This design comes from an exercise in tuning for small area on the open sky130 flow, not from production work. The RTL was checked by simulation tests, not by an equivalence proof against the original design. Power is estimated from default activity; no workload was simulated.

==> run.sh <==
#!/bin/bash
# synth_recipe.tcl (not shown) runs the flow's synth.tcl, then flattens the netlist and writes it again
# the make line also repeats each setting of config.mk as NAME=value (left out here)
make -C /OpenROAD-flow-scripts/flow DESIGN_CONFIG=/design/flow/config.mk WORK_HOME=/design/flow/orfs CLKGATE_MAP_FILE= SYNTH_SCRIPT=/design/flow/synth_recipe.tcl finish
==> config.mk <==
export PLATFORM = sky130hd
export DESIGN_NAME = mac2rk_tfm
export DESIGN_NICKNAME = mac2rk_tfm
export VERILOG_FILES = /design/flow/design.v
export SDC_FILE = /design/flow/constraint.sdc
export NUM_CORES = 4
export LEC_CHECK = 0
export CAP_MARGIN = 20
export CORE_MARGIN = 2
export CORE_UTILIZATION = 40
export SLEW_MARGIN = 20
==> constraint.sdc <==
create_clock -name core_clock -period 32.0 [get_ports {clk}]
set_input_delay 6.4000 -clock core_clock [delete_from_list [all_inputs] [get_ports {clk}]]
set_output_delay 6.4000 -clock core_clock [all_outputs]
set_load 0.01 [all_outputs]
==> design.v <==
module mac2rk_tfm (
    input  wire        clk,
    input  wire        rst,             
    input  wire        cmd_valid,
    input  wire [1:0]  cmd,
    output wire        cmd_ready,
    input  wire        cfg_fmt,         
    input  wire [31:0] cfg_src_len,
    input  wire [31:0] cfg_load_addr,
    input  wire [31:0] cfg_baud,
    input  wire [7:0]  src_data,
    output wire        src_pop,
    input  wire        tick,
    output reg  [1:0]  sample_sym,
    output reg  [2:0]  state,
    output reg         ill,
    output reg  [3:0]  err_code,
    output reg  [16:0] frame_len,
    output reg  [14:0] half_bit
);
    localparam [2:0] S_IDLE = 3'd0, S_READY = 3'd1, S_PLAYING = 3'd2,
                     S_FINISHED = 3'd3, S_ERROR = 3'd4;
    localparam [1:0] C_NOP = 2'd0, C_BUILD = 2'd1, C_START = 2'd2, C_STOP = 2'd3;
    localparam [1:0] SYM_ZERO = 2'd0, SYM_POS = 2'd1, SYM_NEG = 2'd2;
    localparam [3:0] E_NONE = 4'd0, E_EMPTY = 4'd1, E_TOO_LARGE = 4'd2,
                     E_LOAD_ADDR = 4'd3, E_BAUD = 4'd4, E_ILLEGAL = 4'd7;
    localparam [32:0] FILE_SIZE_LIMIT = 33'd65536;
    localparam [7:0]  SYNC = 8'hE6;
    reg        fmt_q;        
    reg [16:0] n_q;          
    reg [15:0] addr_q;       
    reg [15:0] end_q;        
    reg        ins_q;        
    reg [16:0] byte_pos;
    reg [2:0]  bit_pos;
    reg        phase;
    reg [14:0] hb_cnt;
    reg [7:0]  csum_lo;
    reg [7:0]  csum_hi;
    assign cmd_ready = 1'b1;
    wire [16:0] pay_start = fmt_q ? 17'd261 : (17'd256 + {16'd0, ins_q});
    wire [16:0] pay_end   = pay_start + n_q;         
    wire        is_payload = (byte_pos >= pay_start) && (byte_pos < pay_end);
    wire        is_last_payload = (byte_pos == pay_end - 17'd1);
    reg [7:0] frame_byte;
    always @* begin
        if (byte_pos < 17'd256)
            frame_byte = 8'h00;
        else if (is_payload)
            frame_byte = src_data;
        else if (!fmt_q)
            frame_byte = SYNC;                       
        else if (byte_pos == 17'd256)
            frame_byte = SYNC;
        else if (byte_pos == 17'd257)
            frame_byte = addr_q[15:8];
        else if (byte_pos == 17'd258)
            frame_byte = addr_q[7:0];
        else if (byte_pos == 17'd259)
            frame_byte = end_q[15:8];
        else if (byte_pos == 17'd260)
            frame_byte = end_q[7:0];
        else if (byte_pos == pay_end + 17'd2)
            frame_byte = SYNC;
        else if (byte_pos == pay_end + 17'd3)
            frame_byte = csum_hi;
        else if (byte_pos == pay_end + 17'd4)
            frame_byte = csum_lo;
        else
            frame_byte = 8'h00;                      
    end
    wire [8:0] lo_sum = {1'b0, csum_lo} + {1'b0, src_data};
    wire cur_bit   = frame_byte[bit_pos];
    wire playing   = (state == S_PLAYING);
    wire hb_end    = (hb_cnt == 15'd0);
    wire bit_end   = hb_end && (phase == 1'b0);
    wire byte_end  = bit_end && (bit_pos == 3'd0);
    assign src_pop = tick && playing && byte_end && is_payload;
    wire [32:0] len_ext  = {1'b0, cfg_src_len};
    wire [32:0] addr_ext = {1'b0, cfg_load_addr};
    wire [32:0] last_addr = addr_ext + len_ext - 33'd1;
    reg [3:0] build_err;
    always @* begin
        if (len_ext > FILE_SIZE_LIMIT)
            build_err = E_TOO_LARGE;
        else if (len_ext == 33'd0)
            build_err = E_EMPTY;
        else if (cfg_fmt && ((addr_ext > FILE_SIZE_LIMIT) ||
                             (addr_ext > 33'h0FFFF) ||
                             (last_addr > 33'h0FFFF)))
            build_err = E_LOAD_ADDR;
        else if ((cfg_baud < 32'd1) || (cfg_baud > 32'd24000))
            build_err = E_BAUD;
        else
            build_err = E_NONE;
    end
    wire [15:0] baud2    = {cfg_baud[14:0], 1'b0};
    wire [15:0] hb_quot  = 16'd48000 / baud2;
    wire        build_ins = (src_data != SYNC);
    wire [16:0] build_len = cfg_fmt ? (cfg_src_len[16:0] + 17'd266)
                                    : (cfg_src_len[16:0] + 17'd256 + {16'd0, build_ins});
    always @(posedge clk) begin
        if (rst) begin
            state      <= S_IDLE;
            ill        <= 1'b0;
            err_code   <= E_NONE;
            frame_len  <= 17'd0;
            half_bit   <= 15'd0;
            sample_sym <= SYM_ZERO;
            byte_pos   <= 17'd0;
            bit_pos    <= 3'd7;
            phase      <= 1'b1;
            hb_cnt     <= 15'd0;
            csum_lo    <= 8'd0;
            csum_hi    <= 8'd0;
            fmt_q      <= 1'b0;
            n_q        <= 17'd0;
            addr_q     <= 16'd0;
            end_q      <= 16'd0;
            ins_q      <= 1'b0;
        end else begin
            if (tick) begin
                if (!playing) begin
                    sample_sym <= SYM_ZERO;
                end else begin
                    sample_sym <= (cur_bit ^ phase) ? SYM_POS : SYM_NEG;
                    if (hb_end) begin
                        hb_cnt <= half_bit - 15'd1;
                        phase  <= ~phase;
                        if (bit_end) begin
                            if (bit_pos == 3'd0) begin
                                bit_pos  <= 3'd7;
                                byte_pos <= byte_pos + 17'd1;
                                if (is_payload) begin
                                    if (is_last_payload) begin
                                        csum_lo <= csum_lo + src_data;
                                    end else begin
                                        csum_lo <= csum_lo + src_data;
                                        csum_hi <= csum_hi + src_data + {7'd0, lo_sum[8]};
                                    end
                                end
                                if (byte_pos + 17'd1 == frame_len)
                                    state <= S_FINISHED;
                            end else begin
                                bit_pos <= bit_pos - 3'd1;
                            end
                        end
                    end else begin
                        hb_cnt <= hb_cnt - 15'd1;
                    end
                end
            end
            if (cmd_valid) begin
                case (cmd)
                    C_NOP: ;
                    C_BUILD: begin
                        if (playing) begin
                            ill      <= 1'b1;
                            err_code <= E_ILLEGAL;
                        end else begin
                            byte_pos <= 17'd0;
                            bit_pos  <= 3'd7;
                            phase    <= 1'b1;
                            hb_cnt   <= 15'd0;
                            if (build_err != E_NONE) begin
                                state     <= S_ERROR;
                                err_code  <= build_err;
                                frame_len <= 17'd0;
                                half_bit  <= 15'd0;
                            end else begin
                                state     <= S_READY;
                                err_code  <= E_NONE;
                                frame_len <= build_len;
                                half_bit  <= hb_quot[14:0];
                                fmt_q     <= cfg_fmt;
                                n_q       <= cfg_src_len[16:0];
                                addr_q    <= cfg_load_addr[15:0];
                                end_q     <= last_addr[15:0];
                                ins_q     <= build_ins;
                            end
                        end
                    end
                    C_START: begin
                        if (state != S_READY) begin
                            ill      <= 1'b1;
                            err_code <= E_ILLEGAL;
                        end else begin
                            state    <= S_PLAYING;
                            byte_pos <= 17'd0;
                            bit_pos  <= 3'd7;
                            phase    <= 1'b1;
                            hb_cnt   <= half_bit - 15'd1;
                            csum_lo  <= 8'd0;
                            csum_hi  <= 8'd0;
                        end
                    end
                    C_STOP: begin
                        state     <= S_IDLE;
                        ill       <= 1'b0;
                        err_code  <= E_NONE;
                        frame_len <= 17'd0;
                        half_bit  <= 15'd0;
                        byte_pos  <= 17'd0;
                        bit_pos   <= 3'd7;
                        phase     <= 1'b1;
                        hb_cnt    <= 15'd0;
                    end
                endcase
            end
        end
    end
endmodule
==> results.txt <==
area by class of cell:
type	count	area [sq um]
inverters	242	908.4
flip-flops and latches	144	2883
clock inverters	14	127.6
clock buffers	18	439.2
well taps	664	830.8
fillers	4983	25900
multi-input cells	2185	15660
diodes	1	2.502
repair buffers	229	2098
path summary, 6_finish.rpt:
kind                      start                    endpoint  slack (ns)  cells past startpoint
max reg2reg  fmt_q$_SDFFE_PP0P_  sample_sym[0]$_SDFFE_PP0P_       25.97                     20
min reg2reg  ins_q$_SDFFE_PP0P_          ins_q$_SDFFE_PP0P_        0.47                      2
max                 cfg_baud[5]    half_bit[0]$_SDFFE_PP0P_        1.59                    130
min          ins_q$_SDFFE_PP0P_          ins_q$_SDFFE_PP0P_        0.47                      2
what timing repair did:
item | CTS | global route
setup endpoints to repair | 1 | 2
setup buffers | 0 | 6
pin swaps | 0 | 13
resized for setup | 8 | 65
registers in the layout, summed over array words and instances (netlist names):
register and count:
phase 1, ill 1, hb_cnt 15, sample_sym 2
fmt_q 1, csum_lo 8, byte_pos 17, ins_q 1
addr_q 16, err_code 3, frame_len 17, state 3
n_q 17, half_bit 15, bit_pos 3, csum_hi 8
end_q 16
worst max-delay path: cells and delay by family:
family | cells | cell delay, ns
AO/OA/AOI/OAI | 82 | 13.07
adder cells (fa/ha/maj) | 14 | 4.40
buffers and inverters | 8 | 1.50
multiplexers | 4 | 1.18
AND/OR/NAND/NOR | 22 | 4.16
synth_stat cells, drive strengths merged (9+ instances only):
library cell	count	share of area, %
and2	25	0.79
nor2	211	4.0
o31ai	56	2.3
dfxtp	144	15
ha	221	14
nand4	77	2.4
a211oi	24	1.0
nor2b	23	0.73
nand2b	22	0.70
a21o	75	2.9
o211ai	23	0.87
nand3	65	1.6
a21oi	165	4.3
o21ai	158	4.0
o22ai	11	0.41
or2	12	0.38
xnor2	131	5.8
nor4	55	1.8
inv	240	4.6
a311oi	9	0.43
or3	35	1.1
xor2	57	2.5
or4	17	0.65
nor3b	13	0.49
a31oi	30	1.1
a211o	11	0.49
buf	25	0.73
nor3	84	2.2
xnor3	10	1.1
clkbuf	90	1.7
mux2	27	1.5
o21a	44	1.7
mux2i	31	1.6
a21boi	28	1.1
nand2	201	3.8
a31o	18	0.80
o21bai	13	0.49
and3	36	1.1
and4	14	0.62
report_power, final:
group / switching (W) / total [W] / internal (W)
Clock: 0.0000955 / 0.000200 / 0.000104
Sequential: 0.00000196 / 0.000183 / 0.000181
Combinational: 0.000119 / 0.000209 / 0.0000900
Total: 0.000217 / 0.000592 / 0.000375
per-stage QoR:
step	instances	setup WS, ns	area [sq um]	total power [W]
final	3497	1.588	22950	0.0005921
after global routing	3496	-0.04890	22950	0.0006260
after CTS	3490	0.04487	22750	0.0005908
after detailed placement	3458	-0.9082	22170	0.0003895
after global placement	3458	0.1113	22170	0.0003864
after floorplan	2686	0.2864	19760	0.0003282
cell families after synthesis:
logic type	synth area share (%)
AND/OR/NAND/NOR	23.68
AO/OA/AOI/OAI	27.41
buffers and inverters	7.037
adder cells (fa/ha/maj)	14.50
XOR/XNOR	9.633
flip-flops	14.59
multiplexers	3.110
other	0.03802
routing by layer:
layer	routed length (um)	share of wire [%]
met5	0	0
met1	31020	44
met4	2462	3.5
met2	33410	47
met3	3731	5.3
==> run_summary.xml <==
<?xml version="1.0" encoding="UTF-8"?>
<metrics>
  <group name="critical_path">
    <metric name="cp_data_required_time" unit="ns">32.34</metric>
    <metric name="crit_type" unit="">input port to flop</metric>
    <metric name="critPathCaptureType" unit="">flop</metric>
    <metric name="critical_path.startpoint_type" unit="">input port</metric>
    <metric name="worst_path_largest_cell_delay" unit="ns">0.45</metric>
    <metric name="critical_path.max_fanout" unit="">9</metric>
    <metric name="crit_top_cell" unit="">sky130_fd_sc_hd__o21ai_1</metric>
    <metric name="crit_path_top_delay_cell" unit="">sky130_fd_sc_hd__clkdlybuf4s50_1</metric>
    <metric name="arrival" unit="ns">30.75</metric>
  </group>
  <group name="clocking">
    <metric name="clk_transition_reported_paths" unit="ns">0.07</metric>
    <metric name="cts_max_level" unit="">4</metric>
    <metric name="cts-buffers-inserted" unit="">17</metric>
    <metric name="worstSkewPairLatency" unit="ns">0.46</metric>
    <metric name="cts_max_path_buffers" unit="">2</metric>
    <metric name="cts_sinks" unit="">144</metric>
    <metric name="ctsRootBufferMaster" unit="">sky130_fd_sc_hd__clkbuf_16</metric>
    <metric name="tritoncts" unit="">built</metric>
    <metric name="cts_hold_buffers" unit="">0</metric>
  </group>
  <group name="timing">
    <metric name="finalCritPeriodShare" unit="%">95.04</metric>
    <metric name="maxClockFrequency" unit="MHz">32.88</metric>
    <metric name="timing_hold_violations_final" unit="">0</metric>
    <metric name="setup_viol_count_final" unit="">0</metric>
    <metric name="finalHoldWorstSlack" unit="ns">0.4672</metric>
    <metric name="max-slew-margin-rel" unit="%">25.22</metric>
    <metric name="final-max-slew-violation-count" unit="">0</metric>
    <metric name="timing.clock.skew" unit="ns">0.01158</metric>
    <metric name="finalWorstPathRequiredPeriod" unit="ns">30.41</metric>
    <metric name="tightest_pin_transition" unit="ns">1.122</metric>
    <metric name="fin_setup_tns" unit="ns">0</metric>
  </group>
  <group name="power_and_ir_drop">
    <metric name="power.density" unit="nW/um^2">25.80</metric>
    <metric name="leakage" unit="nW">9.415</metric>
    <metric name="vdd.ir_drop.worst" unit="V">0.00002799</metric>
  </group>
  <group name="global_route">
    <metric name="initial_antenna_violation_count" unit="">0</metric>
    <metric name="grt.total_usage" unit="%">27.33</metric>
    <metric name="global_routing_usage_on_met2" unit="%">46.63</metric>
    <metric name="grt_start_max_net_pins" unit="">75</metric>
    <metric name="met3_usage" unit="%">2.589</metric>
    <metric name="busiest_layer" unit="">met2</metric>
    <metric name="groute.layer.met1.usage" unit="%">35.58</metric>
    <metric name="grt_pass1_vias" unit="">20220</metric>
    <metric name="grt_overflow_total" unit="">0</metric>
    <metric name="first_pass_grt_wire_length" unit="um">111000</metric>
  </group>
  <group name="synthesis">
    <metric name="postSynthRegisterBits" unit="">144</metric>
    <metric name="post_synth_instance_area" unit="sq um">19760</metric>
    <metric name="count_of_different_cell_masters_after_synthesis" unit="">110</metric>
    <metric name="dominantRegCellSynth" unit="">sky130_fd_sc_hd__dfxtp_1</metric>
    <metric name="syn_inst" unit="">2686</metric>
    <metric name="synth-edff-count" unit="">0</metric>
    <metric name="synth.yosys.seq_area_share" unit="%">14.59</metric>
    <metric name="ys_async_sr_fraction" unit="%">0</metric>
    <metric name="synthesis.yosys.warnings" unit="">1</metric>
    <metric name="post_synth.cell_area_avg" unit="sq um">7.355</metric>
    <metric name="synth.net_count" unit="">3022</metric>
  </group>
  <group name="floorplanning">
    <metric name="i_o_pin_count" unit="">155</metric>
    <metric name="floorplan.initialDensity" unit="%">40.44</metric>
    <metric name="fp.dieW" unit="um">226.2</metric>
    <metric name="die_area" unit="sq um">51180</metric>
    <metric name="row_count" unit="">81</metric>
    <metric name="core-area" unit="sq um">48850</metric>
    <metric name="chipHeight" unit="um">226.2</metric>
  </group>
  <group name="route">
    <metric name="route.detailed.wl_per_inst" unit="um">20.20</metric>
    <metric name="postRouteAntennaNets" unit="">0</metric>
    <metric name="drt_drc_violations_left" unit="">0</metric>
    <metric name="route.detailed.vias_per_inst" unit="">6.034</metric>
    <metric name="drt-total-wl" unit="um">70620</metric>
    <metric name="drtIter0Drc" unit="">1707</metric>
    <metric name="vias" unit="">21100</metric>
    <metric name="initial_drt_pass_iterations" unit="">6</metric>
  </group>
  <group name="cells_and_area">
    <metric name="design.final.nets" unit="">3155</metric>
    <metric name="finalCoreUtilization" unit="%">46.98</metric>
    <metric name="most_frequent_cells_in_the_layout" unit="">235 x sky130_fd_sc_hd__inv_1, 220 x sky130_fd_sc_hd__ha_1, 207 x sky130_fd_sc_hd__nor2_1, 201 x sky130_fd_sc_hd__nand2_1, 159 x sky130_fd_sc_hd__a21oi_1</metric>
    <metric name="layout.cells.most_common" unit="">sky130_fd_sc_hd__inv_1</metric>
    <metric name="area_growth_syn_to_layout" unit="%">16.17</metric>
    <metric name="drive_gt1_share" unit="%">8.475</metric>
  </group>
  <group name="placement">
    <metric name="hpwlAfterDp" unit="um">55480</metric>
    <metric name="routabilityCongestion" unit="">0.9487</metric>
    <metric name="io_buffer_count" unit="">152</metric>
  </group>
  <group name="worst_hold_path">
    <metric name="min_path_type" unit="">flop to flop</metric>
  </group>
  <group name="run">
    <metric name="cap_viol_max_count" unit="">0</metric>
  </group>
  <group name="run_status">
    <metric name="run_status" unit="">no timing/DRC/antenna violations</metric>
  </group>
</metrics>

## re-timing with driven ports
In the flow no input, the clock included, has a driving cell. The finished layout below was timed again as built, in two steps. Step 1 assumes that a clkbuf_16 drives the clock port and a buf_2 every other input. Step 2 also shifts input and output timing later by t, the mid clock arrival at the registers, as if the neighbouring blocks saw the same clock. Slacks: ideal ports / drivers / drivers and shift; pairs: ideal ports / drivers.
t, ns: 0.499
slack for setup (ns): 1.588 / 1.611 / 1.111
latest minus earliest clock arrival (ns): 0.013 / 0.013
After both steps setup and hold are still met in this run. The setup slack of this run moves by +0.023 ns with the drivers and by -0.477 ns with both steps.
